Source: an optimization exercise on an open RTL-to-GDS flow (aim: small area). Production flows keep margins and buffers that such runs may drop.
The RTL was checked by simulation tests, not by an equivalence proof against the original design.
No activity file was given, so power comes from the tool's default toggle rates.

Setup of before:
==> flow/design.v <==
module ir_pulse_encoder (
    input  wire        clk,
    input  wire        rst,           
    input  wire        cmd_valid,
    output wire        cmd_ready,
    input  wire [31:0] cmd_data,
    output wire        rsp_valid,
    output wire [2:0]  rsp_code,
    output wire        pay_req,
    output wire [15:0] pay_addr,
    input  wire        pay_ack,
    input  wire [7:0]  pay_data,
    output wire        drv_valid,
    output wire [31:0] drv_q0,
    output wire [31:0] drv_q1,
    output wire [31:0] drv_q2,
    input  wire        drv_done,
    input  wire        drv_fault
);
    localparam [4:0] S_W0    = 5'd8,
                     S_CHECK = 5'd9,
                     S_PRD   = 5'd10,
                     S_PACK  = 5'd11,
                     S_END   = 5'd12,
                     S_FLT   = 5'd13,
                     S_RING  = 5'd16,
                     S_DRV   = 5'd24;
    localparam [2:0] N_HM = 3'd0, N_FREQ = 3'd1, N_BM = 3'd2, N_W1 = 3'd3,
                     N_HS = 3'd4, N_OS = 3'd5, N_ZS = 3'd6, N_GAP = 3'd7;
    reg [4:0]  s;
    reg [2:0]  c;                
    reg        illegal;
    reg        order;
    reg [7:0]  duty;
    reg [31:0] r0, r1, r2, r3, r4, r5, r6, r7;
    reg [15:0] addr;             
    reg [2:0]  bcnt;             
    wire       pos_clr;          
    wire       pos_inc;          
    wire [2:0] idx      = s[2:0];
    wire       in_load  = (s[4:3] == 2'b00);
    wire       in_ring  = (s[4:3] == 2'b10);
    wire       in_drv   = (s[4:3] == 2'b11);
    wire       at_slot  = (c == idx);
    wire       at_w1    = (c == N_BM);           
    wire       bytes_done = (addr == ~r6[15:0]);
    wire       last_iter  = (r6[31:16] == 16'hFFFF);
    assign cmd_ready = (s == S_W0) || (in_load && at_slot);
    wire take = cmd_valid && cmd_ready;
    wire at_freq  = (c == N_FREQ);              
    wire bad_freq = (r7 == 32'hFFFFFFFF);
    wire bad_duty = (duty > 8'd100);
    wire refuse   = illegal | bad_freq | bad_duty;
    assign rsp_valid = ((s == S_CHECK) && at_freq && refuse) ||
                       ((s == S_END) && at_w1 && last_iter) || (s == S_FLT);
    assign rsp_code  = (s == S_CHECK) ? (illegal  ? 3'd5 :
                                         bad_freq ? 3'd1 : 3'd2) :
                       (s == S_FLT)   ? 3'd4 : 3'd0;
    assign pay_req  = (s == S_PRD);
    assign pay_addr = addr;
    wire is_hm   = (idx == N_HM);
    wire is_bm   = (idx == N_BM);
    wire is_mark = ~idx[0] & ~idx[2];            
    assign drv_valid = in_ring && at_slot && !(is_bm && bytes_done);
    assign drv_q0    = {is_mark, 23'd0, duty & {8{is_mark}}};
    assign drv_q1    = ~r7;
    assign drv_q2    = (~r6 & {32{is_hm}}) | (~r0 & {32{is_bm}});
    wire [2:0] bpos    = order ? bcnt : ~bcnt;
    wire       pay_bit = pay_data[bpos];
    wire next_iter = (s == S_END) && at_w1 && !last_iter;
    assign pos_clr = ((s == S_CHECK) && at_freq) || ((s == S_END) && at_w1);
    assign pos_inc = in_drv && drv_done && !drv_fault && (idx == N_OS || idx == N_ZS);
    always @(posedge clk) begin
        {addr, bcnt} <= pos_clr ? 19'd0 : {addr, bcnt} + {18'd0, pos_inc};
    end
    always @(posedge clk) begin
        r0 <= (in_load && at_slot && cmd_valid) ? ~cmd_data : r7;
        r1 <= r0;
        r2 <= r1;
        r3 <= r2;
        r4 <= r3;
        r5 <= r4;
        r6 <= r5;
        r7 <= {r6[31:16] + {15'd0, next_iter}, r6[15:0]};
    end
    always @(posedge clk) begin
        if (rst) begin
            s <= S_W0;
            c <= 3'd0;
        end else begin
            c <= c + 3'd1;
            case (s)
            S_W0: if (cmd_valid) begin
                illegal <= (cmd_data[31:24] != 8'h01) || (cmd_data[23:9] != 15'd0);
                order   <= cmd_data[8];
                duty    <= cmd_data[7:0];
                s       <= {2'b00, N_W1};
            end
            S_CHECK: if (at_freq) s <= refuse ? S_W0 : S_RING + N_HM;
            S_PRD: s <= S_PACK;
            S_PACK: if (pay_ack) s <= pay_bit ? S_RING + N_OS : S_RING + N_ZS;
            S_END: if (at_w1) s <= last_iter ? S_W0 : S_RING + N_HM;
            S_FLT: s <= S_W0;
            default: begin
                if (in_load) begin
                    if (take) begin
                        case (idx)
                        N_W1:  s <= {2'b00, N_FREQ};
                        N_FREQ: s <= {2'b00, N_HM};
                        N_HM:  s <= {2'b00, N_HS};
                        N_HS:  s <= {2'b00, N_BM};
                        N_BM:  s <= {2'b00, N_OS};
                        N_OS:  s <= {2'b00, N_ZS};
                        N_ZS:  s <= {2'b00, N_GAP};
                        default: s <= S_CHECK;
                        endcase
                    end
                end else if (in_ring) begin
                    if (at_slot) s <= (is_bm && bytes_done) ? S_RING + N_GAP
                                                            : S_DRV + {2'b00, idx};
                end else if (in_drv) begin
                    if (drv_done) begin
                        if (drv_fault) s <= S_FLT;
                        else case (idx)
                        N_HM:  s <= S_RING + N_HS;
                        N_HS:  s <= S_RING + N_BM;
                        N_BM:  s <= S_PRD;
                        N_GAP: s <= S_END;
                        default: s <= S_RING + N_BM;   
                        endcase
                    end
                end else begin
                    s <= S_W0;
                end
            end
            endcase
        end
    end
endmodule
==> flow/config.mk <==
export PLATFORM = sky130hd
export DESIGN_NAME = ir_pulse_encoder
export DESIGN_NICKNAME = ir_pulse_encoder
export VERILOG_FILES = /design/flow/design.v
export SDC_FILE = /design/flow/constraint.sdc
export NUM_CORES = 4
export LEC_CHECK = 0
export CAP_MARGIN = 20
export CORE_MARGIN = 2
export CORE_UTILIZATION = 65
export PLACE_DENSITY = 0.75
export SLEW_MARGIN = 20
==> flow/constraint.sdc <==
create_clock -name core_clock -period 5.0 [get_ports {clk}]
set_input_delay 1.0000 -clock core_clock [delete_from_list [all_inputs] [get_ports {clk}]]
set_output_delay 1.0000 -clock core_clock [all_outputs]
set_load 0.01 [all_outputs]
standard.sh (not shown) runs the stock make flow with config.mk's settings and CLKGATE_MAP_FILE= SYNTH_SCRIPT=/design/flow/synth_recipe.tcl, a recipe that flattens the netlist after the stock synthesis.
==> flow/flow/run.sh <==
#!/bin/bash
# Own layout flow: the standard ORFS flow (standard.sh, with the standard flow's
# synthesis script synth_recipe.tcl, floorplan, power grid, placement and
# routing) with these knobs:
#  - ABC maps the logic with an area-oriented script (flow/abc_map.script:
#    &nf with a relaxed delay target) instead of ORFS's delay-oriented
#    abc_speed.script. ORFS picks the script from $SCRIPTS_DIR, so the flow
#    runs on a copy of ORFS's scripts folder in which only abc_speed.script
#    is replaced. Registers are mapped before ABC runs and are untouched.
#    A register Yosys leaves unnamed gets a numbered name that depends on the
#    cell count, so the flow first runs the standard synthesis unchanged and
#    gives each register its name from there (flow/match_names.py);
#  - the port buffers are the smallest buffer, sky130_fd_sc_hd__buf_1;
#  - constant outputs share one tie cell (no tie fanout repair);
set -euo pipefail
here=$(pwd)
results="$here/orfs/results/$FLOW_PLATFORM/ir_pulse_encoder/base"

# reference: the standard synthesis, for the register names
bash standard.sh synth > standard_synth.log 2>&1
cp "$results/1_2_yosys.v" "$here/reference_yosys.v"
rm -rf "$here/orfs"

rm -rf "$here/orfs_scripts"
cp -r --preserve=mode "$FLOW_HOME/scripts" "$here/orfs_scripts"
cp "$here/flow/abc_map.script" "$here/orfs_scripts/abc_speed.script"
CTS="-sink_clustering_enable -repair_clock_nets -dont_use_dummy_load"
CTS="$CTS -buf_list sky130_fd_sc_hd__clkbuf_4"
CTS="$CTS -sink_clustering_size 10 -sink_clustering_max_diameter 35"
knobs=("SCRIPTS_DIR=$here/orfs_scripts"
       "BUFFER_PORTS_ARGS=-buffer_cell sky130_fd_sc_hd__buf_1"
       "SKIP_REPAIR_TIE_FANOUT=1"
       "CTS_ARGS=$CTS")

bash standard.sh "${knobs[@]}" "$results/1_2_yosys.v" > standard_flow_synth.log 2>&1
python3 "$here/flow/match_names.py" "$here/reference_yosys.v" "$results/1_2_yosys.v" > match_names.log 2>&1
bash standard.sh "${knobs[@]}" finish > standard_flow.log 2>&1
Other scripts of this flow, unchanged in this note and not shown: flow/flow/abc_map.script, flow/flow/match_names.py
### before -> after
--- a/flow/design.v
+++ b/flow/design.v
@@ -45,12 +45,12 @@
     wire       at_w1    = (c == N_BM);           
     wire       bytes_done = (addr == ~r6[15:0]);
     wire       last_iter  = (r6[31:16] == 16'hFFFF);
     assign cmd_ready = (s == S_W0) || (in_load && at_slot);
     wire take = cmd_valid && cmd_ready;
-    wire at_freq  = (c == N_FREQ);              
-    wire bad_freq = (r7 == 32'hFFFFFFFF);
+    wire at_freq  = at_w1;                       
+    wire bad_freq = (r0 == 32'hFFFFFFFF);
     wire bad_duty = (duty > 8'd100);
     wire refuse   = illegal | bad_freq | bad_duty;
     assign rsp_valid = ((s == S_CHECK) && at_freq && refuse) ||
                        ((s == S_END) && at_w1 && last_iter) || (s == S_FLT);
     assign rsp_code  = (s == S_CHECK) ? (illegal  ? 3'd5 :
### Flow results
after has completed all stages; timing, DRC and antenna checks passed.
On placer's final routability congestion estimate, the higher figure sits with before, not after.
The estimated power of after ends up higher than the estimate for before.
In the metrics for before and after, the one carrying the higher aggregate routed wire length is before.
after ends up with a internal portion of total power that is 57 µW higher than in before.
Reported for before and after, number of H-tree levels turned out identical to the last digit.
after reports a lower tightest slew margin relative to the limit than before does.
before → after: count of clock buffers in the final design saw an increase, finished layout cell area saw little to no change, pin slew with the least headroom to its limit saw an increase, global-route track usage on met3 saw a decrease, share of synthesized area occupied by flip-flops and latches saw an increase.
The relative contribution of the clock network to total power was comparable across before and after.
before ended up with sky130_fd_sc_hd__nand2_1 as its slowest stage cell on the critical path; after ended up with sky130_fd_sc_hd__dfxtp_1.


run a:
// ir_pulse_encoder: RTL as listed in full above, without the edits since
export LEC_CHECK = 0
export CAP_MARGIN = 20
export CORE_MARGIN = 2
export CORE_UTILIZATION = 65
export PLACE_DENSITY = 0.75
export SLEW_MARGIN = 20
create_clock -name core_clock -period 5.0 [get_ports {clk}]
Scripts as last shown in full above: flow/flow/run.sh
Other scripts of this flow, unchanged in this note and not shown: flow/flow/abc_map.script, flow/flow/match_names.py
What run b does differently from run a at the input level:
diff --git a/flow/design.v b/flow/design.v
--- a/flow/design.v
+++ b/flow/design.v
@@ -44,14 +44,14 @@
     wire       at_slot  = (c == idx);
     wire       at_w1    = (c == N_BM);           
     wire       bytes_done = (addr == ~r6[15:0]);
     wire       last_iter  = (r6[31:16] == 16'hFFFF);
     assign cmd_ready = (s == S_W0) || (in_load && at_slot);
     wire take = cmd_valid && cmd_ready;
-    wire at_freq  = (c == N_FREQ);              
-    wire bad_freq = (r7 == 32'hFFFFFFFF);
+    wire at_freq  = at_w1;                       
+    wire bad_freq = (r0 == 32'hFFFFFFFF);
     wire bad_duty = (duty > 8'd100);
     wire refuse   = illegal | bad_freq | bad_duty;
     assign rsp_valid = ((s == S_CHECK) && at_freq && refuse) ||
                        ((s == S_END) && at_w1 && last_iter) || (s == S_FLT);
     assign rsp_code  = (s == S_CHECK) ? (illegal  ? 3'd5 :
                                          bad_freq ? 3'd1 : 3'd2) :
Looking at setup slack across both flows, run b is the stronger of the two, with run a trailing.
Re post-synthesis instance area: run a and run b aren't equal, and the lower value belongs to run b.
Headroom to the max-slew limit sits higher in run b than in run a.
Run b has weighted congestion reported at the end of routability-driven placement above what run a had.
Part of the power in the clock network ended up 0.4 points lower on run b than on run a.
The final reports for run b and run a show sequential share of layout area higher in the former.
The register share of total power in run b sits 0.3 points above the value recorded for run a.
Relative to run a, the die area measured on run b has decreased slightly.

-- separate check: timing with driven ports --
Ports are ideal in the flow. The routed layouts listed here were re-timed in OpenROAD. Step 1 sets driving cells, clkbuf_16 on the clock port and buf_2 on the other inputs (assumed; they add their load-dependent delay and slew). Step 2 also shifts input and output timing later by t, the mid clock arrival at the registers, as if the neighbouring blocks saw the same clock. a / b / c = ideal / step 1 / step 2; a / b = the first two.
run | shift t [ns] | slack for setup (ns) | cell pins on the clock port's net
before | 0.610 | 0.956 / 0.918 / 1.462 | 1
after | 0.586 | 1.158 / 1.124 / 1.463 | 1
run a | 0.607 | 0.753 / 0.717 / 1.303 | 1
run b | 0.597 | 1.066 / 1.031 / 1.369 | 1
After both steps every run listed still meets setup and hold.
